This design comes from an exercise in tuning for small area, a short achievable clock period and few clock cycles on the open sky130 flow, not from production work. The RTL was checked by simulation tests, not by an equivalence proof against the original design. Power and IR drop assume default switching activity.

$ cat config.mk
export PLATFORM = sky130hd
export DESIGN_NAME = puc
export DESIGN_NICKNAME = puc
export VERILOG_FILES = /design/flow/design.v
export SDC_FILE = /design/flow/constraint.sdc
export NUM_CORES = 4
export LEC_CHECK = 0
export CAP_MARGIN = 20
export CORE_MARGIN = 2
export CORE_UTILIZATION = 40
export SLEW_MARGIN = 20
$ cat constraint.sdc
create_clock -name core_clock -period 8.0 [get_ports {clk}]
set_input_delay 1.6000 -clock core_clock [delete_from_list [all_inputs] [get_ports {clk}]]
set_output_delay 1.6000 -clock core_clock [all_outputs]
set_load 0.01 [all_outputs]
$ cat design.v
module puc (
    input  wire        clk,
    input  wire        rst,           
    input  wire        cmd_valid,
    input  wire [63:0] cmd_data,
    output wire        cmd_ready,
    output wire        rsp_valid,
    output wire [63:0] rsp_data,
    output wire [31:0] status,
    output wire [63:0] fault_info,
    output wire        bus_req,
    output wire        bus_we,
    output wire [31:0] bus_addr,
    output wire [31:0] bus_wdata,
    input  wire        bus_ack,
    input  wire [31:0] bus_rdata
);
    localparam [31:0] SETTLE        = 32'd150;
    localparam [31:0] MREQ          = 32'h00080018;
    localparam [21:0] A_GPPUD     = 22'h200094 >> 2;
    localparam [21:0] A_GPPUDCLK0 = 22'h200098 >> 2;
    localparam [21:0] A_DR        = 22'h201000 >> 2;
    localparam [21:0] A_FR        = 22'h201018 >> 2;
    localparam [21:0] A_IBRD      = 22'h201024 >> 2;
    localparam [21:0] A_FBRD      = 22'h201028 >> 2;
    localparam [21:0] A_LCRH      = 22'h20102C >> 2;
    localparam [21:0] A_CR        = 22'h201030 >> 2;
    localparam [21:0] A_IMSC      = 22'h201038 >> 2;
    localparam [21:0] A_ICR       = 22'h201044 >> 2;
    localparam [21:0] A_MREAD     = 22'h00B880 >> 2;
    localparam [21:0] A_MSTAT     = 22'h00B898 >> 2;
    localparam [21:0] A_MWRITE    = 22'h00B8A0 >> 2;
    localparam [3:0] OP_RESOLVE = 4'h1, OP_REGR = 4'h2, OP_REGW  = 4'h3,
                     OP_DELAY   = 4'h4, OP_MBOX = 4'h5, OP_INIT  = 4'h6,
                     OP_PUTB    = 4'h7, OP_GETB = 4'h8, OP_PUTS  = 4'h9,
                     OP_GETS    = 4'hA, OP_PANIC = 4'hB;
    localparam [3:0]
        S_IDLE = 4'd0,     
        S_TXFR = 4'd1,     
        S_TXWT = 4'd2,     
        S_TXDR = 4'd3,     
        S_RXFR = 4'd4,     
        S_RXDR = 4'd5,     
        S_REG  = 4'd6,     
        S_FIN  = 4'd7,     
        S_DLY  = 4'd8,     
        S_IW   = 4'd9,     
        S_MST1 = 4'd10,    
        S_MW   = 4'd11,    
        S_MST2 = 4'd12,    
        S_MRD  = 4'd13,    
        S_MCHK = 4'd14,    
        S_GW   = 4'd15;    
    localparam [2:0] C_PUTB = 3'd0, C_PUTS = 3'd1, C_GETB = 3'd2,
                     C_GETS = 3'd3, C_PANIC = 3'd4;
    function [7:0] bbyte;           
        input [1:0] s;
        case (s)
            2'd1:    bbyte = 8'h20;
            2'd2:    bbyte = 8'h3F;
            2'd3:    bbyte = 8'hFE;
            default: bbyte = 8'h00;
        endcase
    endfunction
    function [7:0] pchar;           
        input [3:0] i;
        case (i)
            4'd0:  pchar = 8'h54;
            4'd1:  pchar = 8'h68;
            4'd2:  pchar = 8'h72;
            4'd3:  pchar = 8'h65;
            4'd4:  pchar = 8'h61;
            4'd5:  pchar = 8'h64;
            4'd6:  pchar = 8'h20;
            4'd7:  pchar = 8'h70;
            4'd8:  pchar = 8'h61;
            4'd9:  pchar = 8'h6E;
            4'd10: pchar = 8'h69;
            4'd11: pchar = 8'h63;
            default: pchar = 8'h21;
        endcase
    endfunction
    function [21:0] iw_off;         
        input [3:0] i;
        case (i)
            4'd0:    iw_off = A_CR;
            4'd1:    iw_off = A_GPPUD;
            4'd2:    iw_off = A_GPPUDCLK0;
            4'd3:    iw_off = A_GPPUDCLK0;
            4'd4:    iw_off = A_ICR;
            4'd5:    iw_off = A_IBRD;
            4'd6:    iw_off = A_FBRD;
            4'd7:    iw_off = A_LCRH;
            4'd8:    iw_off = A_IMSC;
            default: iw_off = A_CR;
        endcase
    endfunction
    function [31:0] iw_val;         
        input [3:0] i;
        case (i)
            4'd2:    iw_val = 32'h0000C000;
            4'd4:    iw_val = 32'h000007FF;
            4'd5:    iw_val = 32'h00000001;
            4'd6:    iw_val = 32'h00000028;
            4'd7:    iw_val = 32'h00000070;
            4'd8:    iw_val = 32'h000007F2;
            4'd9:    iw_val = 32'h00000301;
            default: iw_val = 32'h00000000;
        endcase
    endfunction
    reg  [3:0]  st;
    reg  [2:0]  ctx;
    reg         busy, halted, drv_ready;
    reg  [2:0]  fcode;
    reg  [63:0] finfo;
    reg         cr;                
    reg  [1:0]  bsel;              
    reg         breq, bwe;
    reg  [29:0] baddr;             
    reg  [31:0] bwd;
    reg         rv;
    reg  [63:0] rd;
    reg  [31:0] cnt;               
    reg  [2:0]  pos;               
    reg         need;              
    reg         allld;             
    reg         lastw;             
    reg  [7:0]  rxb;               
    reg         rxnew;
    reg  [1:0]  ecls;              
    reg  [1:0]  ei;
    reg         eol;
    reg  [7:0]  len;
    reg  [3:0]  widx;
    reg  [3:0]  pidx;
    reg  [3:0]  istep;
    reg         ge3, mbinit, dlyinit;
    reg  [3:0]  meq;
    reg  [1023:0] lb;
    reg         pdok;              
    reg  [7:0]  pnz;               
    reg         pzah;              
    reg         pnle8;             
    reg  [1:0]  plook;             
    reg         pge3;              
    reg  [7:0]  ptop;              
    reg         povf, pmis;
    assign cmd_ready  = cr;
    assign rsp_valid  = rv;
    assign rsp_data   = rd;
    assign status     = {16'd0, 5'd0, fcode, 5'd0, halted, drv_ready, busy};
    assign fault_info = finfo;
    assign bus_req    = breq;
    assign bus_we     = bwe;
    assign bus_addr   = {baddr, 2'b00};
    assign bus_wdata  = bwd;
    wire       take = cr & cmd_valid;
    wire       bz   = (bsel == 2'd0);
    wire [7:0] bb   = bbyte(bsel);
    wire       adv  = bz | bus_ack;               
    wire [31:0] rdv = bz ? 32'd0 : bus_rdata;
    wire [31:0] cnt_dec = cnt - 32'd1;
    wire cnt_le1 = (cnt[31:1] == 31'd0);
    wire cnt_is1 = cnt_le1 & cnt[0];
    wire cnt_le9 = (cnt[31:4] == 28'd0) && (cnt[3:0] <= 4'd9);
    reg pad_bad_w;
    always @* begin
        case (cnt[2:0])
            3'd1:    pad_bad_w = |pnz[7:1];
            3'd2:    pad_bad_w = |pnz[7:2];
            3'd3:    pad_bad_w = |pnz[7:3];
            3'd4:    pad_bad_w = |pnz[7:4];
            3'd5:    pad_bad_w = |pnz[7:5];
            3'd6:    pad_bad_w = |pnz[7:6];
            3'd7:    pad_bad_w = pnz[7];
            default: pad_bad_w = 1'b0;
        endcase
    end
    wire [7:0] putc = cmd_data[{pos, 3'b000} +: 8];
    wire [63:0] lbword = lb[{widx, 6'd0} +: 64];
    wire        wfull  = ({1'b0, widx, 3'b111} < len);
    reg  [63:0] gword;
    integer j;
    always @* begin
        for (j = 0; j < 8; j = j + 1)
            gword[8*j +: 8] = (wfull || (j < len[2:0])) ? lbword[8*j +: 8] : 8'h00;
    end
    wire [3:0] opc  = cmd_data[63:60];
    wire       zA   = pzah & ~pnz[6] & ~pnz[5] & ~pnz[4];
    wire       zBh  = ~pnz[3] & ~pnz[2] & ~pnz[1];
    wire       zB   = zBh & ~pnz[0];
    reg        legal;
    always @* begin
        case (opc)
            OP_RESOLVE: legal = zA;
            OP_REGR:    legal = zB;
            OP_REGW:    legal = 1'b1;
            OP_DELAY:   legal = zA;
            OP_MBOX:    legal = zA & zB;
            OP_INIT:    legal = zA;
            OP_PUTB:    legal = zA & zBh;
            OP_GETB:    legal = zA & zB;
            OP_PUTS:    legal = zB;
            OP_GETS:    legal = zA & zB;
            OP_PANIC:   legal = zA & zB;
            default:    legal = 1'b0;
        endcase
    end
    wire is_byteop = (opc == OP_PUTB) | (opc == OP_GETB) | (opc == OP_PUTS) | (opc == OP_GETS);
    wire is_reg    = (opc == OP_REGR) | (opc == OP_REGW);
    wire f_ill = ~legal;
    wire f_bi  = is_byteop & ~drv_ready & ~bz;
    wire f_reg = is_reg & ~bz & (povf | pmis);
    wire f_pan = (opc == OP_PANIC);
    wire fault = f_ill | f_bi | f_reg | f_pan;
    reg  [3:0]  st_n;
    reg  [2:0]  ctx_n;
    reg         busy_n, halted_n, drv_n;
    reg  [2:0]  fcode_n;
    reg  [63:0] finfo_n;
    reg  [1:0]  bsel_n;
    reg         breq_n, bwe_n;
    reg  [29:0] baddr_n;
    reg  [31:0] bwd_n;
    reg         rv_n;
    reg  [63:0] rd_n;
    reg  [31:0] cnt_n;
    reg  [2:0]  pos_n;
    reg         need_n, allld_n, lastw_n;
    reg  [7:0]  rxb_n;
    reg         rxnew_n;
    reg  [1:0]  ecls_n, ei_n;
    reg         eol_n;
    reg  [7:0]  len_n;
    reg  [3:0]  widx_n, pidx_n, istep_n;
    reg         ge3_n, mbinit_n, dlyinit_n;
    reg  [3:0]  meq_n;
    reg         pay_n;
    reg         lb_we;
    reg         puts_more, ld;
    always @* begin
        st_n = st; ctx_n = ctx; busy_n = busy; halted_n = halted; drv_n = drv_ready;
        fcode_n = fcode; finfo_n = finfo; bsel_n = bsel;
        breq_n = breq; bwe_n = bwe; baddr_n = baddr; bwd_n = bwd;
        rv_n = 1'b0; rd_n = rd;
        cnt_n = cnt; pos_n = pos; need_n = need; allld_n = allld; lastw_n = lastw;
        rxb_n = rxb; rxnew_n = 1'b0; ecls_n = ecls; ei_n = ei; eol_n = eol; len_n = len;
        widx_n = widx; pidx_n = pidx; istep_n = istep;
        ge3_n = ge3; mbinit_n = mbinit; dlyinit_n = dlyinit; meq_n = meq;
        pay_n = 1'b0; lb_we = 1'b0;
        puts_more = (ctx == C_PUTS) &
                    (need | ((st == S_TXDR) & adv & ~allld));
        ld = puts_more & cmd_valid & ~cr & (~(lastw & (pos == 3'd0)) | pdok);
        if (rxnew) begin
            if (rxb == 8'h0A || rxb == 8'h0D) begin
                ecls_n = 2'd1;
                eol_n  = 1'b1;
                bwd_n[7:0] = 8'h0D;
            end else if (rxb == 8'h08) begin
                ecls_n = 2'd2;
                if (len != 8'd0)
                    len_n = len - 8'd1;
            end else begin
                ecls_n = 2'd0;
                lb_we  = 1'b1;
                len_n  = len + 8'd1;
                if (len == 8'd127)
                    eol_n = 1'b1;
            end
        end
        case (st)
            S_IDLE: begin
                if (take) begin
                    busy_n = 1'b1;
                    if (fault) begin
                        if (f_ill) begin
                            fcode_n = 3'd1; finfo_n = cmd_data;
                        end else if (f_bi) begin
                            fcode_n = 3'd5; finfo_n = cmd_data;
                        end else if (f_pan) begin
                            fcode_n = 3'd6; finfo_n = 64'd0;
                        end else if (povf) begin
                            fcode_n = 3'd2; finfo_n = {36'd0, cmd_data[59:32]};
                        end else begin
                            fcode_n = 3'd3; finfo_n = {32'd0, ptop, cmd_data[55:32]};
                        end
                        ctx_n   = C_PANIC;
                        pidx_n  = 4'd0;
                        need_n  = 1'b0;
                        bwd_n   = {24'd0, 8'h54};
                        st_n    = S_TXFR;
                        breq_n  = ~bz;
                        bwe_n   = 1'b0;
                        baddr_n = {bb, A_FR};
                    end else begin
                        case (opc)
                            OP_RESOLVE: begin
                                bsel_n = plook;
                                st_n   = S_FIN;
                            end
                            OP_REGR, OP_REGW: begin
                                if (bz) begin
                                    if (opc == OP_REGR) begin
                                        rv_n = 1'b1;
                                        rd_n = 64'd0;
                                    end
                                    st_n = S_FIN;
                                end else begin
                                    st_n    = S_REG;
                                    breq_n  = 1'b1;
                                    bwe_n   = (opc == OP_REGW);
                                    baddr_n = {ptop, cmd_data[55:34]};
                                    bwd_n   = cmd_data[31:0];
                                end
                            end
                            OP_DELAY: begin
                                cnt_n     = cmd_data[31:0];
                                dlyinit_n = 1'b0;
                                st_n      = S_DLY;
                            end
                            OP_MBOX: begin
                                mbinit_n = 1'b0;
                                st_n     = S_MST1;
                                breq_n   = ~bz;
                                bwe_n    = 1'b0;
                                baddr_n  = {bb, A_MSTAT};
                            end
                            OP_INIT: begin
                                bsel_n  = plook;
                                ge3_n   = pge3;
                                istep_n = 4'd0;
                                st_n    = S_IW;
                                breq_n  = 1'b1;
                                bwe_n   = 1'b1;
                                baddr_n = {bbyte(plook), A_CR};
                                bwd_n   = 32'd0;
                            end
                            OP_PUTB: begin
                                ctx_n   = C_PUTB;
                                need_n  = 1'b0;
                                bwd_n   = {24'd0, cmd_data[7:0]};
                                st_n    = S_TXFR;
                                breq_n  = ~bz;
                                bwe_n   = 1'b0;
                                baddr_n = {bb, A_FR};
                            end
                            OP_GETB, OP_GETS: begin
                                ctx_n   = (opc == OP_GETB) ? C_GETB : C_GETS;
                                len_n   = 8'd0;
                                eol_n   = 1'b0;
                                st_n    = S_RXFR;
                                breq_n  = ~bz;
                                bwe_n   = 1'b0;
                                baddr_n = {bb, A_FR};
                            end
                            default: begin  
                                if (zA) begin
                                    st_n = S_FIN;
                                end else begin
                                    ctx_n   = C_PUTS;
                                    cnt_n   = {4'd0, cmd_data[59:32]};
                                    pos_n   = 3'd0;
                                    need_n  = 1'b1;
                                    allld_n = 1'b0;
                                    lastw_n = pnle8;
                                    st_n    = S_TXFR;
                                    breq_n  = ~bz;
                                    bwe_n   = 1'b0;
                                    baddr_n = {bb, A_FR};
                                end
                            end
                        endcase
                    end
                end
            end
            S_FIN: begin
                busy_n = 1'b0;
                st_n   = S_IDLE;
            end
            S_TXFR: begin
                if (adv & ~rdv[5]) begin
                    if (~((ctx == C_PUTS) & need) | ld) begin
                        st_n    = S_TXDR;
                        bwe_n   = 1'b1;
                        baddr_n = {bb, A_DR};
                    end else begin
                        st_n   = S_TXWT;
                        breq_n = 1'b0;
                    end
                end
            end
            S_TXWT: begin
                if (~((ctx == C_PUTS) & need) | ld) begin
                    st_n    = S_TXDR;
                    breq_n  = ~bz;
                    bwe_n   = 1'b1;
                    baddr_n = {bb, A_DR};
                end
            end
            S_TXDR: begin
                if (adv) begin
                    case (ctx)
                        C_PUTS: begin
                            if (allld) begin
                                busy_n = 1'b0;
                                st_n   = S_IDLE;
                                breq_n = 1'b0;
                            end else begin
                                need_n  = 1'b1;
                                st_n    = S_TXFR;
                                bwe_n   = 1'b0;
                                baddr_n = {bb, A_FR};
                            end
                        end
                        C_GETS: begin
                            if (ecls != 2'd0 && ei != ecls) begin
                                ei_n    = ei + 2'd1;
                                bwd_n   = {24'd0, (ecls == 2'd1) ? 8'h0A :
                                                  (ei == 2'd0) ? 8'h20 : 8'h08};
                                st_n    = S_TXFR;
                                bwe_n   = 1'b0;
                                baddr_n = {bb, A_FR};
                            end else if (eol) begin
                                rv_n   = 1'b1;
                                rd_n   = {56'd0, len};
                                widx_n = 4'd0;
                                st_n   = (len == 8'd0) ? S_FIN : S_GW;
                                breq_n = 1'b0;
                            end else begin
                                st_n    = S_RXFR;
                                bwe_n   = 1'b0;
                                baddr_n = {bb, A_FR};
                            end
                        end
                        C_PANIC: begin
                            if (pidx == 4'd12) begin
                                busy_n   = 1'b0;
                                halted_n = 1'b1;
                                st_n     = S_IDLE;
                                breq_n   = 1'b0;
                            end else begin
                                pidx_n  = pidx + 4'd1;
                                bwd_n   = {24'd0, pchar(pidx + 4'd1)};
                                st_n    = S_TXFR;
                                bwe_n   = 1'b0;
                                baddr_n = {bb, A_FR};
                            end
                        end
                        default: begin  
                            busy_n = 1'b0;
                            st_n   = S_IDLE;
                            breq_n = 1'b0;
                        end
                    endcase
                end
            end
            S_RXFR: begin
                if (adv & ~rdv[4]) begin
                    st_n    = S_RXDR;
                    baddr_n = {bb, A_DR};
                end
            end
            S_RXDR: begin
                if (adv) begin
                    if (ctx == C_GETB) begin
                        rv_n   = 1'b1;
                        rd_n   = {56'd0, rdv[7:0]};
                        st_n   = S_FIN;
                        breq_n = 1'b0;
                    end else begin
                        rxb_n   = rdv[7:0];
                        rxnew_n = 1'b1;
                        bwd_n   = {24'd0, rdv[7:0]};
                        ei_n    = 2'd0;
                        st_n    = S_TXFR;
                        baddr_n = {bb, A_FR};
                    end
                end
            end
            S_GW: begin
                rv_n   = 1'b1;
                rd_n   = gword;
                widx_n = widx + 4'd1;
                if ({1'b0, widx, 3'b000} + 8'd8 >= len)
                    st_n = S_FIN;
            end
            S_REG: begin
                if (adv) begin
                    breq_n = 1'b0;
                    if (~bwe) begin
                        rv_n = 1'b1;
                        rd_n = {32'd0, rdv};
                        st_n = S_FIN;
                    end else begin
                        busy_n = 1'b0;
                        st_n   = S_IDLE;
                    end
                end
            end
            S_DLY: begin
                if (cnt_le1) begin
                    if (dlyinit) begin
                        st_n   = S_IW;
                        breq_n = 1'b1;
                    end else begin
                        busy_n = 1'b0;
                        st_n   = S_IDLE;
                    end
                end else begin
                    cnt_n = cnt_dec;
                end
            end
            S_IW: begin
                if (adv) begin
                    istep_n = istep + 4'd1;
                    baddr_n = {bb, iw_off(istep + 4'd1)};
                    bwd_n   = iw_val(istep + 4'd1);
                    case (istep)
                        4'd1, 4'd2: begin
                            cnt_n     = SETTLE;
                            dlyinit_n = 1'b1;
                            st_n      = S_DLY;
                            breq_n    = 1'b0;
                        end
                        4'd4: begin
                            if (ge3) begin
                                mbinit_n = 1'b1;
                                st_n     = S_MST1;
                                bwe_n    = 1'b0;
                                baddr_n  = {bb, A_MSTAT};
                            end
                        end
                        4'd9: begin
                            drv_n  = 1'b1;
                            busy_n = 1'b0;
                            st_n   = S_IDLE;
                            breq_n = 1'b0;
                        end
                        default: ;
                    endcase
                end
            end
            S_MST1: begin
                if (adv & ~rdv[31]) begin
                    st_n    = S_MW;
                    bwe_n   = 1'b1;
                    baddr_n = {bb, A_MWRITE};
                    bwd_n   = MREQ;
                end
            end
            S_MW: begin
                if (adv) begin
                    st_n    = S_MST2;
                    bwe_n   = 1'b0;
                    baddr_n = {bb, A_MSTAT};
                end
            end
            S_MST2: begin
                if (adv & ~rdv[30]) begin
                    st_n    = S_MRD;
                    baddr_n = {bb, A_MREAD};
                end
            end
            S_MRD: begin
                if (adv) begin
                    meq_n = {rdv[31:24] == MREQ[31:24], rdv[23:16] == MREQ[23:16],
                             rdv[15:8]  == MREQ[15:8],  rdv[7:0]   == MREQ[7:0]};
                    st_n   = S_MCHK;
                    breq_n = 1'b0;
                end
            end
            S_MCHK: begin
                if (&meq) begin
                    if (mbinit) begin
                        st_n    = S_IW;
                        breq_n  = 1'b1;
                        bwe_n   = 1'b1;
                        baddr_n = {bb, iw_off(istep)};
                        bwd_n   = iw_val(istep);
                    end else begin
                        busy_n = 1'b0;
                        st_n   = S_IDLE;
                    end
                end else begin
                    st_n    = S_MST2;
                    breq_n  = ~bz;
                    bwe_n   = 1'b0;
                    baddr_n = {bb, A_MSTAT};
                end
            end
            default: st_n = S_IDLE;
        endcase
        if (ld) begin
            need_n = 1'b0;
            if (lastw & (pos == 3'd0) & pad_bad_w) begin
                fcode_n = 3'd1;
                finfo_n = cmd_data;
                ctx_n   = C_PANIC;
                pidx_n  = 4'd0;
                bwd_n   = {24'd0, 8'h54};
            end else begin
                bwd_n = {24'd0, putc};
                pos_n = pos + 3'd1;
                cnt_n = cnt_dec;
                if (cnt_is1)
                    allld_n = 1'b1;
                if (cnt_is1 | (pos == 3'd7))
                    pay_n = 1'b1;
                if (pos == 3'd7)
                    lastw_n = cnt_le9;
            end
        end
    end
    genvar gi;
    generate
        for (gi = 0; gi < 128; gi = gi + 1) begin : g_lb
            always @(posedge clk)
                if (lb_we && len[6:0] == gi)
                    lb[8*gi +: 8] <= rxb;
        end
    endgenerate
    always @(posedge clk) begin
        pdok  <= ~rst & cmd_valid & ~cr;
        pnz   <= {|cmd_data[63:56], |cmd_data[55:48], |cmd_data[47:40], |cmd_data[39:32],
                  |cmd_data[31:24], |cmd_data[23:16], |cmd_data[15:8],  |cmd_data[7:0]};
        pzah  <= (cmd_data[59:56] == 4'd0);
        pnle8 <= (cmd_data[59:36] == 24'd0) && (cmd_data[35:32] <= 4'd8);
        plook <= (cmd_data[31:0] == 32'd2 || cmd_data[31:0] == 32'd3) ? 2'd2 :
                 (cmd_data[31:0] == 32'd4) ? 2'd3 : 2'd1;
        pge3  <= (cmd_data[31:0] >= 32'd3);
        case (bsel)
            2'd2:    ptop <= 8'h3F + {4'd0, cmd_data[59:56]};
            2'd3:    ptop <= 8'hFE + {4'd0, cmd_data[59:56]};
            default: ptop <= 8'h20 + {4'd0, cmd_data[59:56]};
        endcase
        povf  <= (bsel == 2'd3) && (cmd_data[59:57] != 3'd0);
        pmis  <= (cmd_data[33:32] != 2'd0);
        if (rst) begin
            st        <= S_IDLE;
            busy      <= 1'b0;
            halted    <= 1'b0;
            drv_ready <= 1'b0;
            fcode     <= 3'd0;
            finfo     <= 64'd0;
            cr        <= 1'b0;
            bsel      <= 2'd0;
            breq      <= 1'b0;
            rv        <= 1'b0;
            len       <= 8'd0;
            need      <= 1'b0;
            rxnew     <= 1'b0;
        end else begin
            st        <= st_n;
            busy      <= busy_n;
            halted    <= halted_n;
            drv_ready <= drv_n;
            fcode     <= fcode_n;
            finfo     <= finfo_n;
            cr        <= (~busy_n & ~halted_n & cmd_valid & ~take) | pay_n;
            bsel      <= bsel_n;
            breq      <= breq_n;
            rv        <= rv_n;
            len       <= len_n;
            need      <= need_n;
            rxnew     <= rxnew_n;
        end
        ctx    <= ctx_n;
        bwe    <= bwe_n;
        baddr  <= baddr_n;
        bwd    <= bwd_n;
        rd     <= rd_n;
        cnt    <= cnt_n;
        pos    <= pos_n;
        allld  <= allld_n;
        lastw  <= lastw_n;
        rxb    <= rxb_n;
        ecls   <= ecls_n;
        ei     <= ei_n;
        eol    <= eol_n;
        widx   <= widx_n;
        pidx   <= pidx_n;
        istep  <= istep_n;
        ge3    <= ge3_n;
        mbinit <= mbinit_n;
        dlyinit <= dlyinit_n;
        meq    <= meq_n;
    end
endmodule
$ cat run.sh
#!/bin/bash
# synth_recipe.tcl (not shown) runs the flow's synth.tcl, then flattens the netlist and writes it again
# the make line also repeats each setting of config.mk as NAME=value (left out here)
make -C /OpenROAD-flow-scripts/flow DESIGN_CONFIG=/design/flow/config.mk WORK_HOME=/design/flow/orfs CLKGATE_MAP_FILE= SYNTH_SCRIPT=/design/flow/synth_recipe.tcl finish
==> results of run 1 <==
report_power, final:
group | total [uW] | switching [uW] | internal [uW]
combinational | 2170 | 1330 | 845
clock | 6930 | 2830 | 4100
sequential | 8150 | 221 | 7930
total | 17200 | 4380 | 12900
logic make-up after synthesis:
| group | Yosys count |
|---|---|
| flops | 1343 |
| simple gates | 984 |
| compound gates | 727 |
| mux | 390 |
| buf+inv | 327 |
| fa+ha+maj | 44 |
| xor+xnor | 21 |
| other cells | 1 |
cells in the mapped netlist, types with 51 or more instances:
cell type  count  area [um^2]
a22o_1        56        490.5
nand2_1      236        885.9
edfxtp_1    1170        35130
mux4_2       240         5405
dfxtp_1      173         3463
nor2_1       336         1261
clkbuf_1     155        581.8
o22ai_1       51        319.1
o21ai_0      185        925.9
a21oi_1      156        780.8
inv_1         60        225.2
mux2i_1      149         1491
nor3_1        69        345.3
registers in the layout, summed over array words and instances (netlist names), 8 cells and up, named ones only:
name / cells
ptop: 8
finfo: 64
rd: 64
bwd: 32
len: 8
pnz: 8
cnt: 32
lb: 1024
baddr: 30
rxb: 8
layout make-up:
type	instances	area, um^2
Clock inverter	79	1124
Timing Repair Buffer	392	3749
Antenna cell	2	5.005
Tap cell	1890	2365
Multi-Input combinational cell	2194	17370
Fill cell	12100	74500
Sequential cell	1343	38600
Clock buffer	182	3819
Inverter	62	232.7
worst min-delay path by stage:
stage | startpoint | endpoint | slack [ns] | cells past startpoint
after floorplan | pge3$_DFF_P_ | ge3$_DFFE_PP_ | 0.39 | 0
after global placement | pge3$_DFF_P_ | ge3$_DFFE_PP_ | 0.40 | 0
after detailed placement | pge3$_DFF_P_ | ge3$_DFFE_PP_ | 0.39 | 0
after CTS | pge3$_DFF_P_ | ge3$_DFFE_PP_ | 0.43 | 0
after global routing | pge3$_DFF_P_ | ge3$_DFFE_PP_ | 0.43 | 0
final | pge3$_DFF_P_ | ge3$_DFFE_PP_ | 0.43 | 0
per-stage QoR:
stage | setup WS, ns | utilization
final | 2.818 | 0.4745
after global routing | 2.645 | 0.4744
after CTS | 2.716 | 0.4741
after detailed placement | 1.917 | 0.4392
after global placement | 2.054 | 0.4392
after floorplan | 1.816 | -
critical path, cell delays in order:
cell             delay [ns]
clkdlybuf4s50_1        0.83
buf_4                  0.39
nor3b_1                0.16
nor2_1                 0.13
nor3_2                 0.06
or3_1                  0.68
nand2_1                0.26
nand2_1                0.63
nor4_1                 0.93
a21o_1                 0.21
routing by layer:
layer  vias up  GRT usage
met5         -          0
met4         0    0.08829
met3       343    0.04485
met2      1652     0.3744
met1     18400     0.3024
li1      15680          -
==> metrics.cfg, run 1 <==
[outcome]
status = complete, no violations

[pwr]
power_uw = 17250
p_leak_uw = 0.02372
power_density_nw_per_um2 = 256.4
worst_ir_drop_vdd_v = 0.0002551

[run]
max_cap_viol_count = 0

[synth]
yosysSeqAreaShare = 0.6745
ys_warn_count = 1
netlist_area_um2 = 57220
synthMuxAreaShare = 0.1207
synth_cells = 3837
postSynthAreaPerCell_um2 = 14.91
ys_types = 93
synthXorXnorAreaFrac = 0.003214
synth_top_family_by_area = multiplexers
synth_edf_count = 1170
synth_fa_ha_area_frac = 0.009621
async_flop_share = 0
synth_seq_cells = 1343
ys.flop_type = edfxtp_1
synth-compound-area-share = 0.08381
synth_simple_gate_area_share = 0.08318

[sta]
tightest_slew_ns = 1.113
timing_hold_violations_final = 0
clock_skew_ns = 0.03397
slew_violations = 0
setup_viol = 0
fin_setup_tns_ns = 0
relSlewSlack = 0.2579
period_minus_slack_ns = 5.182
rsz0062_at_grt = no
period_share = 0.6477
fmax_mhz = 193.0
whs_ns = 0.4266

[die]
dieArea_um2 = 146100
die_h_um = 382.2
core_area_um2 = 141800
ios = 328
start_util = 0.4037
dieWidth_um = 382.2
rows = 138

[placed_design]
dpl.hpwl_um = 113800
port_buffers = 299
gp_congestion = 0.9695
placedCellCount = 5879
dpl-instance-area_um2 = 62260

[worst_setup_path]
crit_required_ns = 8.73
start_kind = primary input
cp-end-kind = flip-flop
r2r-start = rxb[0]$_DFFE_PP_
crit_fanout = 27
r2r_end = lb[346]$_DFFE_PP_
reg2reg_slack_ns = 3.47
reg2reg_depth = 9
endpoint = finfo[30]$_SDFF_PP0_
crit_arrival_ns = 5.91
criticalPathCategory = primary input to flip-flop
worstSetupStartpoint = cmd_data[60]

[routing]
via_per_inst = 5.873
route.met2.wl_um = 81810
drt_iter0_markers = 3990
highest_layer = met4
drc = 0
num_vias = 36080
wl_um = 170400
drt-met1-wl_um = 68670
detail_route.wl_per_cell_um = 27.73
drt_first_pass_iters = 6
ant_nets = 0
wl_met3_um = 12980

[clock_network]
cts-root-buf = clkbuf_16
tritoncts = built
h-tree-depth = 4
cts_buffer_depth = 3
post_cts_buffers = 0
cts_sinks = 1343
cts_resized = 0
clkTransAtPathRegs_ns = 0.06
numCtsBuffers = 142
clk_latency_ns = 0.78
cts_hold_buf = 0

[hold_path]
hp-class = flip-flop to flip-flop

[finish]
layout_commonest_cell = edfxtp_1
postLayoutCellArea_um2 = 67260
fin_nets = 4279
mostFrequentLayoutCells = edfxtp_1, nor2_1, clkdlybuf4s50_1
finalNonFillerCells = 6144
areaGrowthSynthToFinish_pct = 17.54
drive_gt1_frac = 0.1385

[global_route]
grt_max_degree = 103
grt_remaining_overflow = 0
grt_pass1_wl_um = 245800
grt_pass1_vias = 35300
antenna_found_initial = 4
track_usage = 0.2291

Testbench counts, summed over its fixed seeds: cycles 162,840.
==> run 2: changes to the inputs <==
--- a/design.v
+++ b/design.v
@@ -147,2 +147,6 @@
     reg         povf, pmis;
+    reg         p_ill, p_pan, p_byte, p_regf;        
+    reg         p_resolve, p_reg, p_regw, p_delay, p_mbox, p_init;
+    reg         p_putb, p_getb, p_gets, p_puts, p_puts0;
+    reg         p_fi_ovf;                            
     assign cmd_ready  = cr;
@@ -187,30 +191,30 @@
     end
-    wire [3:0] opc  = cmd_data[63:60];
-    wire       zA   = pzah & ~pnz[6] & ~pnz[5] & ~pnz[4];
-    wire       zBh  = ~pnz[3] & ~pnz[2] & ~pnz[1];
-    wire       zB   = zBh & ~pnz[0];
-    reg        legal;
+    wire [3:0] c_opc = cmd_data[63:60];
+    wire       c_zA  = (cmd_data[59:32] == 28'd0);
+    wire       c_zBh = (cmd_data[31:8] == 24'd0);
+    wire       c_zB  = c_zBh & (cmd_data[7:0] == 8'd0);
+    reg        c_legal;
     always @* begin
-        case (opc)
-            OP_RESOLVE: legal = zA;
-            OP_REGR:    legal = zB;
-            OP_REGW:    legal = 1'b1;
-            OP_DELAY:   legal = zA;
-            OP_MBOX:    legal = zA & zB;
-            OP_INIT:    legal = zA;
-            OP_PUTB:    legal = zA & zBh;
-            OP_GETB:    legal = zA & zB;
-            OP_PUTS:    legal = zB;
-            OP_GETS:    legal = zA & zB;
-            OP_PANIC:   legal = zA & zB;
-            default:    legal = 1'b0;
+        case (c_opc)
+            OP_RESOLVE: c_legal = c_zA;
+            OP_REGR:    c_legal = c_zB;
+            OP_REGW:    c_legal = 1'b1;
+            OP_DELAY:   c_legal = c_zA;
+            OP_MBOX:    c_legal = c_zA & c_zB;
+            OP_INIT:    c_legal = c_zA;
+            OP_PUTB:    c_legal = c_zA & c_zBh;
+            OP_GETB:    c_legal = c_zA & c_zB;
+            OP_PUTS:    c_legal = c_zB;
+            OP_GETS:    c_legal = c_zA & c_zB;
+            OP_PANIC:   c_legal = c_zA & c_zB;
+            default:    c_legal = 1'b0;
         endcase
     end
-    wire is_byteop = (opc == OP_PUTB) | (opc == OP_GETB) | (opc == OP_PUTS) | (opc == OP_GETS);
-    wire is_reg    = (opc == OP_REGR) | (opc == OP_REGW);
-    wire f_ill = ~legal;
-    wire f_bi  = is_byteop & ~drv_ready & ~bz;
-    wire f_reg = is_reg & ~bz & (povf | pmis);
-    wire f_pan = (opc == OP_PANIC);
-    wire fault = f_ill | f_bi | f_reg | f_pan;
+    wire c_mis = (cmd_data[33:32] != 2'd0);
+    wire c_ovf = (bsel == 2'd3) && (cmd_data[59:57] != 3'd0);
+    wire f_bi  = p_byte & ~drv_ready & ~bz;
+    wire f_reg = p_regf & ~bz;
+    wire fault = p_ill | p_pan | f_bi | f_reg;
+    wire r_term = (bus_rdata[7:0] == 8'h0A) | (bus_rdata[7:0] == 8'h0D);
+    wire r_bs   = (bus_rdata[7:0] == 8'h08);
     reg  [3:0]  st_n;
@@ -254,17 +258,18 @@
         if (rxnew) begin
-            if (rxb == 8'h0A || rxb == 8'h0D) begin
-                ecls_n = 2'd1;
-                eol_n  = 1'b1;
-                bwd_n[7:0] = 8'h0D;
-            end else if (rxb == 8'h08) begin
-                ecls_n = 2'd2;
-                if (len != 8'd0)
-                    len_n = len - 8'd1;
-            end else begin
-                ecls_n = 2'd0;
-                lb_we  = 1'b1;
-                len_n  = len + 8'd1;
-                if (len == 8'd127)
+            case (ecls)
+                2'd1: begin
                     eol_n = 1'b1;
-            end
+                    bwd_n[7:0] = 8'h0D;
+                end
+                2'd2: begin
+                    if (len != 8'd0)
+                        len_n = len - 8'd1;
+                end
+                default: begin
+                    lb_we = 1'b1;
+                    len_n = len + 8'd1;
+                    if (len == 8'd127)
+                        eol_n = 1'b1;
+                end
+            endcase
         end
@@ -272,2 +277,41 @@
             S_IDLE: begin
+                cnt_n   = p_puts ? {4'd0, cmd_data[59:32]} : cmd_data[31:0];
+                pos_n   = 3'd0;
+                allld_n = 1'b0;
+                lastw_n = pnle8;
+                ge3_n   = pge3;
+                istep_n = 4'd0;
+                mbinit_n  = 1'b0;
+                dlyinit_n = 1'b0;
+                pidx_n  = 4'd0;
+                len_n   = 8'd0;
+                eol_n   = 1'b0;
+                rd_n    = 64'd0;
+                bwe_n   = (p_init | p_regw) & ~fault;
+                if (fault)
+                    ctx_n = C_PANIC;
+                else if (p_puts)
+                    ctx_n = C_PUTS;
+                else if (p_getb)
+                    ctx_n = C_GETB;
+                else if (p_gets)
+                    ctx_n = C_GETS;
+                else
+                    ctx_n = C_PUTB;
+                if (p_reg & ~fault)
+                    baddr_n = {ptop, cmd_data[55:34]};
+                else if (p_init & ~fault)
+                    baddr_n = {bbyte(plook), A_CR};
+                else if (p_mbox & ~fault)
+                    baddr_n = {bb, A_MSTAT};
+                else
+                    baddr_n = {bb, A_FR};
+                if (fault)
+                    bwd_n = {24'd0, 8'h54};
+                else if (p_init)
+                    bwd_n = 32'd0;
+                else if (p_putb)
+                    bwd_n = {24'd0, cmd_data[7:0]};
+                else
+                    bwd_n = cmd_data[31:0];
                 if (take) begin
@@ -275,9 +319,8 @@
                     if (fault) begin
-                        if (f_ill) begin
-                            fcode_n = 3'd1; finfo_n = cmd_data;
-                        end else if (f_bi) begin
-                            fcode_n = 3'd5; finfo_n = cmd_data;
-                        end else if (f_pan) begin
+                        if (p_ill | f_bi) begin
+                            fcode_n = p_ill ? 3'd1 : 3'd5;
+                            finfo_n = cmd_data;
+                        end else if (p_pan) begin
                             fcode_n = 3'd6; finfo_n = 64'd0;
-                        end else if (povf) begin
+                        end else if (p_fi_ovf) begin
                             fcode_n = 3'd2; finfo_n = {36'd0, cmd_data[59:32]};
@@ -286,88 +329,34 @@
                         end
-                        ctx_n   = C_PANIC;
-                        pidx_n  = 4'd0;
                         need_n  = 1'b0;
-                        bwd_n   = {24'd0, 8'h54};
                         st_n    = S_TXFR;
                         breq_n  = ~bz;
-                        bwe_n   = 1'b0;
-                        baddr_n = {bb, A_FR};
-                    end else begin
-                        case (opc)
-                            OP_RESOLVE: begin
-                                bsel_n = plook;
-                                st_n   = S_FIN;
-                            end
-                            OP_REGR, OP_REGW: begin
-                                if (bz) begin
-                                    if (opc == OP_REGR) begin
-                                        rv_n = 1'b1;
-                                        rd_n = 64'd0;
-                                    end
-                                    st_n = S_FIN;
-                                end else begin
-                                    st_n    = S_REG;
-                                    breq_n  = 1'b1;
-                                    bwe_n   = (opc == OP_REGW);
-                                    baddr_n = {ptop, cmd_data[55:34]};
-                                    bwd_n   = cmd_data[31:0];
-                                end
-                            end
-                            OP_DELAY: begin
-                                cnt_n     = cmd_data[31:0];
-                                dlyinit_n = 1'b0;
-                                st_n      = S_DLY;
-                            end
-                            OP_MBOX: begin
-                                mbinit_n = 1'b0;
-                                st_n     = S_MST1;
-                                breq_n   = ~bz;
-                                bwe_n    = 1'b0;
-                                baddr_n  = {bb, A_MSTAT};
-                            end
-                            OP_INIT: begin
-                                bsel_n  = plook;
-                                ge3_n   = pge3;
-                                istep_n = 4'd0;
-                                st_n    = S_IW;
-                                breq_n  = 1'b1;
-                                bwe_n   = 1'b1;
-                                baddr_n = {bbyte(plook), A_CR};
-                                bwd_n   = 32'd0;
-                            end
-                            OP_PUTB: begin
-                                ctx_n   = C_PUTB;
-                                need_n  = 1'b0;
-                                bwd_n   = {24'd0, cmd_data[7:0]};
-                                st_n    = S_TXFR;
-                                breq_n  = ~bz;
-                                bwe_n   = 1'b0;
-                                baddr_n = {bb, A_FR};
-                            end
-                            OP_GETB, OP_GETS: begin
-                                ctx_n   = (opc == OP_GETB) ? C_GETB : C_GETS;
-                                len_n   = 8'd0;
-                                eol_n   = 1'b0;
-                                st_n    = S_RXFR;
-                                breq_n  = ~bz;
-                                bwe_n   = 1'b0;
-                                baddr_n = {bb, A_FR};
-                            end
-                            default: begin  
-                                if (zA) begin
-                                    st_n = S_FIN;
-                                end else begin
-                                    ctx_n   = C_PUTS;
-                                    cnt_n   = {4'd0, cmd_data[59:32]};
-                                    pos_n   = 3'd0;
-                                    need_n  = 1'b1;
-                                    allld_n = 1'b0;
-                                    lastw_n = pnle8;
-                                    st_n    = S_TXFR;
-                                    breq_n  = ~bz;
-                                    bwe_n   = 1'b0;
-                                    baddr_n = {bb, A_FR};
-                                end
-                            end
-                        endcase
+                    end else if (p_resolve) begin
+                        bsel_n = plook;
+                        st_n   = S_FIN;
+                    end else if (p_reg) begin
+                        if (bz) begin
+                            rv_n = ~p_regw;
+                            st_n = S_FIN;
+                        end else begin
+                            st_n   = S_REG;
+                            breq_n = 1'b1;
+                        end
+                    end else if (p_delay) begin
+                        st_n = S_DLY;
+                    end else if (p_mbox) begin
+                        st_n   = S_MST1;
+                        breq_n = ~bz;
+                    end else if (p_init) begin
+                        bsel_n = plook;
+                        st_n   = S_IW;
+                        breq_n = 1'b1;
+                    end else if (p_getb | p_gets) begin
+                        st_n   = S_RXFR;
+                        breq_n = ~bz;
+                    end else if (p_puts0) begin
+                        st_n = S_FIN;
+                    end else begin  
+                        need_n = p_puts;
+                        st_n   = S_TXFR;
+                        breq_n = ~bz;
                     end
@@ -472,2 +461,3 @@
                         rxnew_n = 1'b1;
+                        ecls_n  = bz ? 2'd0 : r_term ? 2'd1 : r_bs ? 2'd2 : 2'd0;
                         bwd_n   = {24'd0, rdv[7:0]};
@@ -635,4 +625,20 @@
         endcase
-        povf  <= (bsel == 2'd3) && (cmd_data[59:57] != 3'd0);
-        pmis  <= (cmd_data[33:32] != 2'd0);
+        povf  <= c_ovf;
+        pmis  <= c_mis;
+        p_ill     <= ~c_legal;
+        p_pan     <= (c_opc == OP_PANIC);
+        p_byte    <= (c_opc == OP_PUTB) | (c_opc == OP_GETB) | (c_opc == OP_PUTS) | (c_opc == OP_GETS);
+        p_regf    <= ((c_opc == OP_REGR) | (c_opc == OP_REGW)) & (c_ovf | c_mis);
+        p_fi_ovf  <= c_ovf;
+        p_resolve <= (c_opc == OP_RESOLVE);
+        p_reg     <= (c_opc == OP_REGR) | (c_opc == OP_REGW);
+        p_regw    <= (c_opc == OP_REGW);
+        p_delay   <= (c_opc == OP_DELAY);
+        p_mbox    <= (c_opc == OP_MBOX);
+        p_init    <= (c_opc == OP_INIT);
+        p_putb    <= (c_opc == OP_PUTB);
+        p_getb    <= (c_opc == OP_GETB);
+        p_gets    <= (c_opc == OP_GETS);
+        p_puts    <= (c_opc == OP_PUTS);
+        p_puts0   <= (c_opc == OP_PUTS) & c_zA;
         if (rst) begin
--- a/config.mk
+++ b/config.mk
@@ -10,2 +10,3 @@
 export CORE_UTILIZATION = 40
+export SETUP_SLACK_MARGIN = 4.5
 export SLEW_MARGIN = 20
==> run 2 against run 1 <==
Against the previous run:
- clock skew increased by 0.021 ns
- clock-buffer cell count shrank 10
- via count grew 0.67%
- non-clock buffer count fell by 11
- fmax increased by 44%
- routed wire length up 0.23%
- power up 2.6%
==> metrics.cfg, run 2 <==
[routing]
drt-met1-wl_um = 71600  ; +4.3%
highest_layer = met5
route.met2.wl_um = 79290  ; -3.1%
num_vias = 36320  ; +0.67%
drt_first_pass_iters = 9  ; +3
ant_nets = 0  ; unchanged
wl_met3_um = 14180  ; +9.2%
detail_route.wl_per_cell_um = 27.79  ; +0.22%
via_per_inst = 5.911  ; +0.65%
drt_iter0_markers = 3995  ; +0.13%
wl_um = 170800  ; +0.23%
drc = 0  ; unchanged

[finish]
regMostFlops = lb
fin_nets = 4267  ; -0.28%
top_regs = lb x1024, finfo x64, rd x64
drive_gt1_frac = 0.1430  ; +0.004469
postLayoutCellArea_um2 = 67760  ; +0.74%
mostFrequentLayoutCells = edfxtp_1, clkdlybuf4s50_1, nor2_1
fill_cells = 12350  ; +2.1%
areaGrowthSynthToFinish_pct = 17.52  ; about the same
largest_reg_flops = 1024  ; unchanged
finalNonFillerCells = 6145  ; +0.016%
layout_commonest_cell = edfxtp_1

[hold_path]
hp-class = flip-flop to flip-flop

[synth]
async_flop_share = 0  ; unchanged
synth_simple_gate_area_share = 0.07934  ; -0.003835
yosys-top-cells-count = edfxtp_1, nor2_1, nand2_1, mux4_2, mux2i_1
ys_warn_count = 1  ; unchanged
synth_top_area_share = 0.6099  ; -0.004076
yosysSeqAreaShare = 0.6738  ; -0.0007099
ys.flop_type = edfxtp_1
post-synth-top-count-cell = edfxtp_1
synth_seq_cells = 1355  ; +0.89%
synth_top_family_by_area = multiplexers
postSynthAreaPerCell_um2 = 15.06  ; +0.99%
synth_edf_count = 1171  ; +0.085%
synthMuxAreaShare = 0.1229  ; +0.002200
synth_area_leaders = edfxtp_1, mux4_2, dfxtp_1
synth-compound-area-share = 0.08477  ; +0.0009567
synth_cells = 3828  ; -0.23%
synthXorXnorAreaFrac = 0.004037  ; +0.0008223
synth_fa_ha_area_frac = 0.01094  ; +0.001317
netlist_area_um2 = 57650  ; +0.75%
yosysTopAreaCell = edfxtp_1
ys_types = 95  ; +2.2%

[die]
core_area_um2 = 143300  ; +1.1%
dieWidth_um = 383.6  ; +0.37%
ios = 328  ; unchanged
dieArea_um2 = 147200  ; +0.74%
die_h_um = 383.6  ; +0.37%
start_util = 0.4023  ; -0.001351
rows = 139  ; +0.72%

[worst_setup_path]
crit_required_ns = 8.40  ; -0.33 ns
crit_arrival_ns = 3.99  ; -1.92 ns
reg2reg_slack_ns = 4.41  ; +0.94 ns
crit_fanout = 8  ; -70%
start_kind = flip-flop
criticalPathCategory = flip-flop to flip-flop
cp-end-kind = flip-flop

[placed_design]
gp_congestion = 0.9347  ; -3.6%
port_buffers = 299  ; unchanged
placedCellCount = 5864  ; -0.26%
dpl_worst_slack_ns = 3.028  ; +1.111 ns
dpl.hpwl_um = 108900  ; -4.2%
dpl-instance-area_um2 = 62680  ; +0.67%

[global_route]
grt_remaining_overflow = 0  ; unchanged
track_usage = 0.2268  ; -0.002339
antenna_found_initial = 6  ; +2
grt_pass1_vias = 34480  ; -2.3%
grt_max_degree = 107  ; +3.9%
grt_pass1_wl_um = 244800  ; -0.39%

[sta]
setup_viol = 0  ; unchanged
fin_setup_tns_ns = 0  ; unchanged
slew_violations = 0  ; unchanged
relSlewSlack = 0.1821  ; -0.07580
fin_ws_ns = 4.408  ; +1.589 ns
period_minus_slack_ns = 3.592  ; -1.589 ns
fmax_mhz = 278.4  ; +44%
timing_hold_violations_final = 0  ; unchanged
tightest_slew_ns = 1.227  ; +0.1137 ns
rsz0062_at_grt = yes
period_share = 0.4490  ; -0.1987
clock_skew_ns = 0.05495  ; +0.02099 ns

[pwr]
p_leak_uw = 0.02095  ; -12%
worst_ir_drop_vdd_v = 0.0001820  ; -29%
power_density_nw_per_um2 = 261.2  ; +1.9%
power_uw = 17700  ; +2.6%

[outcome]
status = complete, no violations

[clock_network]
cts_sinks = 1355  ; +0.89%
clk_latency_ns = 0.79  ; about the same
numCtsBuffers = 143  ; +0.70%
cts_hold_buf = 0  ; unchanged
clkTransAtPathRegs_ns = 0.06  ; about the same
cts_buffer_depth = 3  ; unchanged
h-tree-depth = 4  ; unchanged
tritoncts = built
cts-root-buf = clkbuf_16

[run]
max_cap_viol_count = 0  ; unchanged

==> run 2: changes by cell type after synthesis, sizes merged, moves of 26 or more <==
cell    previous run  this run
o21ai            193        82
mux2i            149       213
o221ai            37        85
nand3             49        89
nor2             339       304
a22o              56        30
==> run 2: cell families after synthesis <==
kind of cell,after synthesis
buffers and inverters,328
AO/OA/AOI/OAI,693
XOR/XNOR,25
multiplexers,437
other,1
adder cells (fa/ha/maj),50
AND/OR/NAND/NOR,939
flip-flops,1355
==> run 2: worst paths after layout <==
kind                          from                end  cells past startpoint
max reg2reg  ecls[0]$_SDFFCE_PP0P_  lb[883]$_DFFE_PP_                      6
min                   pge3$_DFF_P_      ge3$_DFFE_PP_                      0
max          ecls[0]$_SDFFCE_PP0P_  lb[883]$_DFFE_PP_                      6
min reg2reg           pge3$_DFF_P_      ge3$_DFFE_PP_                      0
==> run 2: through the flow <==
stage | utilization | hold WS, ns
detailed placement | 0.4374 | 0.4030
CTS | 0.4709 | 0.4078
finish | 0.4728 | 0.4123
floorplan | - | 0.3855
global placement | 0.4373 | 0.3923
global route | 0.4727 | 0.4161
==> run 2: what timing repair did <==
action,CTS,global route
buffers inserted,2,5
endpoints found under the setup margin,285,388
gates resized for setup,40,48
pin swaps,1,2
gates cloned,2,2
==> run 2: critical path, cell delays in order (launching register included) <==
cell and delay, ns:
edfxtp_1 0.43, inv_1 0.11, ha_1 0.22, nand2b_1 0.23
nor3_1 0.74, nand3_1 0.57, nor2_1 0.90
==> run 2: cell type report <==
cell class,instances,area (um^2),area share
diodes,4,10.01,0.0001477
well taps,1903,2381,0.03514
multi-input cells,2175,17870,0.2638
inverters,62,232.7,0.003435
flip-flops and latches,1355,38850,0.5734
repair buffers,381,3747,0.05531
clock inverters,93,929.6,0.01372
clock buffers,172,3730,0.05505
==> run 2: where the power goes <==
part,switching [uW],internal [uW]
registers,330,8130
logic,1560,1120
clock network,2880,3680
total,4760,12900
==> run 2: per-layer routing <==
layer / up-vias / global-route usage
li1: 15740 / -
met3: 339 / 0.04566
met4: 6 / 0.07749
met1: 18470 / 0.3172
met2: 1770 / 0.3538
met5: - / 0
Testbench counts of run 2, summed over its fixed seeds: cycles 162,840.
==> run 3: changes to the inputs <==
--- a/config.mk
+++ b/config.mk
@@ -7,2 +7,3 @@
 export LEC_CHECK = 0
+export ABC_CLOCK_PERIOD_IN_PS = 2700
 export CAP_MARGIN = 20
@@ -10,3 +11,5 @@
 export CORE_UTILIZATION = 40
-export SETUP_SLACK_MARGIN = 4.5
+export CTS_CLUSTER_DIAMETER = 100
+export CTS_CLUSTER_SIZE = 28
+export SETUP_SLACK_MARGIN = 5.0
 export SLEW_MARGIN = 20
==> run 3 against run 2 <==
Against the previous run:
- clock-buffer cell count shrank 106
- routed wire length shrank 1.6%
- sequential power is essentially flat
- synthesized cell count is the same
- setup slack gained 0.51 ns
- critical endpoint is now lb[777]$_DFFE_PP_
- combinational power shrank 5%
- still clean on timing, DRC and antenna
==> metrics.cfg, run 3 <==
[pwr]
sw_frac_of_total = 0.2811  ; +0.01182
power_density_nw_per_um2 = 224.0  ; -14%
p_leak_uw = 0.02023  ; -3.4%
worst_ir_drop_vdd_v = 0.0002327  ; +28%
comb_power_share = 0.174  ; +0.022
p_int_uw = 10550  ; -18%
power.net_switching_uw = 4125  ; -13%
p_seq_frac = 0.575  ; +0.097
pwr-share-clk = 0.252  ; -0.118

[clock_network]
clk_latency_ns = 0.74  ; -0.05 ns
cts_hold_buf = 0  ; unchanged
h-tree-depth = 2  ; -2
clkTransAtPathRegs_ns = 0.10  ; +0.04 ns
cts_buffer_depth = 3  ; unchanged
cts_sinks = 1355  ; unchanged
cts-root-buf = clkbuf_16
tritoncts = built
numCtsBuffers = 58  ; -59%

[global_route]
grt_pass1_wl_um = 241200  ; -1.5%
track_usage = 0.2210  ; -0.005739
grt_max_degree = 103  ; -3.7%
grt_remaining_overflow = 0  ; unchanged
grt_pass1_vias = 34100  ; -1.1%
antenna_found_initial = 15  ; +9

[routing]
detail_route.wl_per_cell_um = 28.04  ; +0.90%
drt_first_pass_iters = 6  ; -3
drt_iter0_markers = 4023  ; +0.70%
via_per_inst = 5.977  ; +1.1%
num_vias = 35810  ; -1.4%
drc = 0  ; unchanged
ant_nets = 0  ; unchanged
wl_um = 168000  ; -1.6%

[worst_setup_path]
critPathMaxStageDelay_ns = 0.56  ; -0.34 ns
criticalPathCategory = flip-flop to flip-flop
cp-end-kind = flip-flop
r2r-start = ecls[1]$_SDFFCE_PP0P_
cpMaxStageDelayCell = nor3_2
start_kind = flip-flop
crit_chain = inv_1, ha_1, nand2b_1, nor3_2, nand2_1, nor2_2
critPathBufInv = 1  ; unchanged
crit_arrival_ns = 3.42  ; -0.57 ns
cp_top_family = simple AND/OR/NAND/NOR gates
crit_required_ns = 8.33  ; -0.07 ns
worstSetupStartpoint = ecls[1]$_SDFFCE_PP0P_
crit_fanout = 8  ; unchanged

[hold_path]
hp-class = flip-flop to flip-flop
hold_start = pge3$_DFF_P_

[die]
rows = 139  ; unchanged
start_util = 0.4023  ; unchanged
dieWidth_um = 383.6  ; unchanged
dieArea_um2 = 147200  ; unchanged
core_area_um2 = 143300  ; unchanged
die_h_um = 383.6  ; unchanged
ios = 328  ; unchanged

[synth]
async_flop_share = 0  ; unchanged
yosysTopAreaCell = edfxtp_1
ys_types = 95  ; unchanged
netlist_area_um2 = 57650  ; unchanged
yosys-top-cells-count = edfxtp_1, nor2_1, nand2_1, mux4_2, mux2i_1
yosysSeqAreaShare = 0.6738  ; unchanged
synth_edf_count = 1171  ; unchanged
postSynthAreaPerCell_um2 = 15.06  ; unchanged
synth_area_leaders = edfxtp_1, mux4_2, dfxtp_1
ys_warn_count = 1  ; unchanged
synth_cells = 3828  ; unchanged
post-synth-top-count-cell = edfxtp_1
ys.flop_type = edfxtp_1
synth_seq_cells = 1355  ; unchanged
synth_top_area_share = 0.6099  ; unchanged

[sta]
period_minus_slack_ns = 3.084  ; -0.5078 ns
timing_hold_violations_final = 0  ; unchanged
fin_setup_tns_ns = 0  ; unchanged
clock_skew_ns = 0.04762  ; -0.007333 ns
whs_ns = 0.4209  ; +0.008637 ns
relSlewSlack = 0.2805  ; +0.09835
period_share = 0.3855  ; -0.06347
slew_violations = 0  ; unchanged
setup_viol = 0  ; unchanged
rsz0062_at_grt = yes
fmax_mhz = 324.2  ; +16%
tightest_slew_ns = 1.079  ; -0.1475 ns

[placed_design]
port_buffers = 299  ; unchanged
placedCellCount = 5857  ; -0.12%
dpl.hpwl_um = 107500  ; -1.3%
gp_congestion = 0.9460  ; +1.2%

[finish]
drive_gt1_frac = 0.1912  ; +0.04818
regMostFlops = lb
largest_reg_flops = 1024  ; unchanged
layout_commonest_cell = edfxtp_1
fin_nets = 4208  ; -1.4%
areaGrowthSynthToFinish_pct = 13.61
top_regs = lb x1024, finfo x64, rd x64
mostFrequentLayoutCells = edfxtp_1, nand2_1, mux4_2
finalNonFillerCells = 5991  ; -2.5%

[outcome]
status = complete, no violations

[run]
max_cap_viol_count = 0  ; unchanged

run 3: cell counts after synthesis:
Identical to the previous run, type by type.
run 3: final timing paths:
| path | endpoint | slack (ns) | cells past startpoint |
|---|---|---|---|
| setup / recovery | lb[777]$_DFFE_PP_ | 4.92 | 6 |
| hold / removal | ge3$_DFFE_PP_ | 0.42 | 0 |
| setup reg to reg | lb[777]$_DFFE_PP_ | 4.92 | 6 |
| hold reg to reg | ge3$_DFFE_PP_ | 0.42 | 0 |
run 3: kinds of logic (layout without fill, tap and decap cells):
| kind of cell | after synthesis | after routing | share of synthesized area |
|---|---|---|---|
| XOR/XNOR | 25 | 25 | 0.004037 |
| multiplexers | 437 | 437 | 0.1229 |
| AO/OA/AOI/OAI | 693 | 696 | 0.08477 |
| adder cells (fa/ha/maj) | 50 | 50 | 0.01094 |
| flip-flops | 1355 | 1355 | 0.6738 |
| other | 1 | 36 | 0.00006504 |
| buffers and inverters | 328 | 547 | 0.02411 |
| AND/OR/NAND/NOR | 939 | 942 | 0.07934 |
run 3: power by group through the flow:
stage | registers [uW] | logic (uW) | clock network, uW
2_1_floorplan | 8640 | 1290 | 0
3_3_place_gp | 8600 | 2570 | 0
3_5_place_dp | 8600 | 2580 | 0
4_1_cts | 8440 | 2500 | 3780
5_1_grt | 8490 | 2720 | 4010
6_report | 8440 | 2550 | 3690
run 3: layout make-up:
class / count / area [um^2]
fillers: 12610 / 77810
flip-flops and latches: 1355 / 38910
multi-input cells: 2178 / 18610
repair buffers: 404 / 3578
well taps: 1903 / 2381
clock buffers: 66 / 1503
clock inverters: 15 / 267.8
inverters: 62 / 235.2
diodes: 8 / 20.02
run 3: layer usage:
layer | GRT usage | wire length [um] | vias to the layer above | share of wire
met4 | 0.06209 | 5247 | 10 | 0.031
met5 | 0 | 50 | - | 0.00030
met3 | 0.03541 | 13470 | 262 | 0.080
met1 | 0.3129 | 70740 | 18410 | 0.42
li1 | - | - | 15520 | -
met2 | 0.3537 | 78500 | 1610 | 0.47
run 3: repair_timing:
action,in CTS,in global routing
pin swaps,9,5
gates resized for setup,701,151
setup endpoints to repair,1063,811
gates cloned,8,3
setup buffers,18,12
run 3: stage by stage:
step | utilization | power [uW] | setup slack (ns) | instance area (um^2)
detailed placement | 0.4385 | 11180 | 2.817 | 62830
finish | 0.4571 | 14670 | 4.916 | 65500
global placement | 0.4384 | 11160 | 2.879 | 62830
CTS | 0.4547 | 14720 | 4.910 | 65170
floorplan | - | 9933 | 4.292 | 58170
global route | 0.4569 | 15220 | 4.825 | 65480
==> run 4: changes to the inputs <==
--- a/config.mk
+++ b/config.mk
@@ -7,3 +7,3 @@
 export LEC_CHECK = 0
-export ABC_CLOCK_PERIOD_IN_PS = 2700
+export ABC_CLOCK_PERIOD_IN_PS = 3000
 export CAP_MARGIN = 20
@@ -11,4 +11,2 @@
 export CORE_UTILIZATION = 40
-export CTS_CLUSTER_DIAMETER = 100
-export CTS_CLUSTER_SIZE = 28
 export SETUP_SLACK_MARGIN = 5.0
==> run 4 against run 3 <==
Against the previous run:
- still clean
- clock skew increased by 0.016 ns
- clock power is 82% higher
- combinational power about the same
- sequential cell count did not move
- largest power group unchanged
==> metrics.cfg, run 4 <==
[placed_design]
dpl.hpwl_um = 107500  ; unchanged
gp_congestion = 0.9460  ; unchanged
dpl_worst_slack_ns = 2.817  ; unchanged
port_buffers = 299  ; unchanged
dpl-instance-area_um2 = 62830  ; unchanged

[routing]
drt-met1-wl_um = 71300  ; +0.80%
wl_um = 171000  ; +1.8%
ant_nets = 0  ; unchanged
num_vias = 36690  ; +2.5%
detail_route.wl_per_cell_um = 27.72  ; -1.1%
highest_layer = met5
drt_first_pass_iters = 6  ; unchanged
via_per_inst = 5.947  ; -0.51%
drc = 0  ; unchanged
wl_met3_um = 14080  ; +4.6%
route.met2.wl_um = 79900  ; +1.8%
drt_iter0_markers = 4231  ; +5.2%

[global_route]
grt_pass1_vias = 35180  ; +3.2%
track_usage = 0.2267  ; +0.005664
grt_remaining_overflow = 0  ; unchanged
antenna_found_initial = 16  ; +1
grt_max_degree = 103  ; unchanged
grt_pass1_wl_um = 245600  ; +1.8%

[die]
dieArea_um2 = 147200  ; unchanged
die_h_um = 383.6  ; unchanged
ios = 328  ; unchanged
core_area_um2 = 143300  ; unchanged
start_util = 0.4023  ; unchanged
dieWidth_um = 383.6  ; unchanged
rows = 139  ; unchanged

[pwr]
worst_ir_drop_vdd_v = 0.0002080  ; -11%
power_density_nw_per_um2 = 258.9  ; +16%
power_uw = 17690  ; +21%
p_leak_uw = 0.02159  ; +6.7%

[synth]
yosysSeqAreaShare = 0.6738  ; unchanged
async_flop_share = 0  ; unchanged
synth_area_leaders = edfxtp_1, mux4_2, dfxtp_1
synth_seq_cells = 1355  ; unchanged
postSynthAreaPerCell_um2 = 15.06  ; unchanged
synth_cells = 3828  ; unchanged
ys_types = 95  ; unchanged
post-synth-top-count-cell = edfxtp_1
yosysTopAreaCell = edfxtp_1
synth_edf_count = 1171  ; unchanged
ys.flop_type = edfxtp_1
netlist_area_um2 = 57650  ; unchanged
ys_warn_count = 1  ; unchanged
synth_top_area_share = 0.6099  ; unchanged
yosys-top-cells-count = edfxtp_1, nor2_1, nand2_1, mux4_2, mux2i_1

[worst_setup_path]
crit_fanout = 1  ; -7
cpMaxStageDelayCell = edfxtp_1
critPathBufInv = 1  ; unchanged
critPathMaxStageDelay_ns = 0.50  ; -0.06 ns
criticalPathCategory = flip-flop to output port
cp-end-kind = output port
start_kind = flip-flop
cp_top_family = flip-flops
crit_arrival_ns = 1.47  ; -1.95 ns
crit_required_ns = 6.40  ; -1.93 ns
crit_chain = buf_2

[clock_network]
numCtsBuffers = 147  ; +150%
h-tree-depth = 4  ; +2
cts_hold_buf = 0  ; unchanged
cts_buffer_depth = 3  ; unchanged
cts_sinks = 1355  ; unchanged
clk_latency_ns = 0.79  ; +0.05 ns
cts-root-buf = clkbuf_16
clkTransAtPathRegs_ns = 0.06  ; -0.04 ns
tritoncts = built

[finish]
largest_reg_flops = 1024  ; unchanged
postLayoutCellArea_um2 = 68320  ; +4.3%
layout_commonest_cell = edfxtp_1
mostFrequentLayoutCells = edfxtp_1, nand2_1, mux4_2
top_regs = lb x1024, finfo x64, rd x64
areaGrowthSynthToFinish_pct = 18.50
drive_gt1_frac = 0.2352  ; +0.04398
fin_nets = 4294  ; +2.0%
regMostFlops = lb

[hold_path]
hp-class = flip-flop to flip-flop

[sta]
setup_viol = 0  ; unchanged
period_share = 0.3832  ; -0.002394
fmax_mhz = 326.2  ; +0.62%
clock_skew_ns = 0.06357  ; +0.01595 ns
relSlewSlack = 0.2344  ; -0.04611
period_minus_slack_ns = 3.065  ; -0.01915 ns
timing_hold_violations_final = 0  ; unchanged
fin_ws_ns = 4.935  ; +0.01915 ns
slew_violations = 0  ; unchanged
rsz0062_at_grt = yes
tightest_slew_ns = 1.139  ; +0.05944 ns
fin_setup_tns_ns = 0  ; unchanged

[outcome]
status = complete, no violations

[run]
max_cap_viol_count = 0  ; unchanged

-- run 4: final timing paths --
kind / cells after the start / endpoint / slack (ns) / start
setup reg to reg: 6 / lb[498]$_DFFE_PP_ / 4.96 / ecls[1]$_SDFFCE_PP0P_
setup / recovery: 1 / rsp_data[0] / 4.93 / rd[0]$_DFFE_PP_
hold / removal: 0 / ge3$_DFFE_PP_ / 0.41 / pge3$_DFF_P_
hold reg to reg: 0 / ge3$_DFFE_PP_ / 0.41 / pge3$_DFF_P_
-- run 4: repair_timing --
item / in CTS / in global routing
gates resized for setup: 895 / 147
cloned: 8 / 3
setup endpoints to repair: 1060 / 994
pin swaps: 8 / 5
buffers inserted: 19 / 8
-- run 4: cells by family after synthesis --
family / count (synthesis) / synth area share
xor+xnor: 25 / 0.004037
fa+ha+maj: 50 / 0.01094
buf+inv: 328 / 0.02411
flops: 1355 / 0.6738
compound gates: 693 / 0.08477
other cells: 1 / 0.00006504
simple gates: 939 / 0.07934
mux: 437 / 0.1229
-- run 4: layer usage --
metal	up-vias	GRT usage
li1	15810	-
met1	18810	0.3152
met2	1724	0.3560
met3	339	0.04513
met4	12	0.07800
met5	-	0
-- run 4: metrics by stage --
stage / hold slack (ns) / std cells / util
2_1_floorplan: 0.3855 / 3855 / -
3_3_place_gp: 0.3933 / 5857 / 0.4384
3_5_place_dp: 0.3922 / 5857 / 0.4385
4_1_cts: 0.4132 / 6149 / 0.4738
5_1_grt: 0.4139 / 6165 / 0.4766
6_report: 0.4091 / 6170 / 0.4767
-- run 4: report_power, final --
group / switching (uW) / internal, uW / total [uW]
logic: 1570 / 948 / 2520
clock network: 2890 / 3830 / 6720
registers: 316 / 8130 / 8450
-- run 4: area by class of cell --
class	instances	area [um^2]
clock buffers	182	3894
flip-flops and latches	1355	38920
inverters	62	235.2
multi-input cells	2178	18640
diodes	6	15.01
clock inverters	83	890.9
fillers	12360	74990
repair buffers	401	3343
well taps	1903	2381

[separate check: timing with driven ports]
Ports are ideal in the flow. The routed layouts listed here were re-timed in OpenROAD. Step 1 assumes that a clkbuf_16 drives the clock port and a buf_2 every other input. Step 2 also shifts input and output timing later by t, the mid clock arrival at the registers, as if the neighbouring blocks saw the same clock. Three values: ideal ports, drivers, drivers and shift; two values: the first two.
run | shift t [ns] | setup WS [ns] | worst setup path after step 2 | latest minus earliest clock arrival (ns) | cell pins on the clock port's net
run 1 | 0.843 | 2.818 / 2.867 / 2.024 | input to register | 0.034 / 0.034 | 1
run 2 | 0.853 | 4.408 / 4.408 / 3.581 | input to register | 0.072 / 0.071 | 1
run 3 | 0.790 | 4.916 / 4.902 / 4.229 | input to register | 0.062 / 0.062 | 1
run 4 | 0.847 | 4.935 / 4.848 / 4.177 | input to register | 0.068 / 0.069 | 1
After both steps every run listed still meets setup and hold. The setup slack of run 2, which loses most, moves by 0.000 ns with the drivers and by -0.827 ns with both steps.
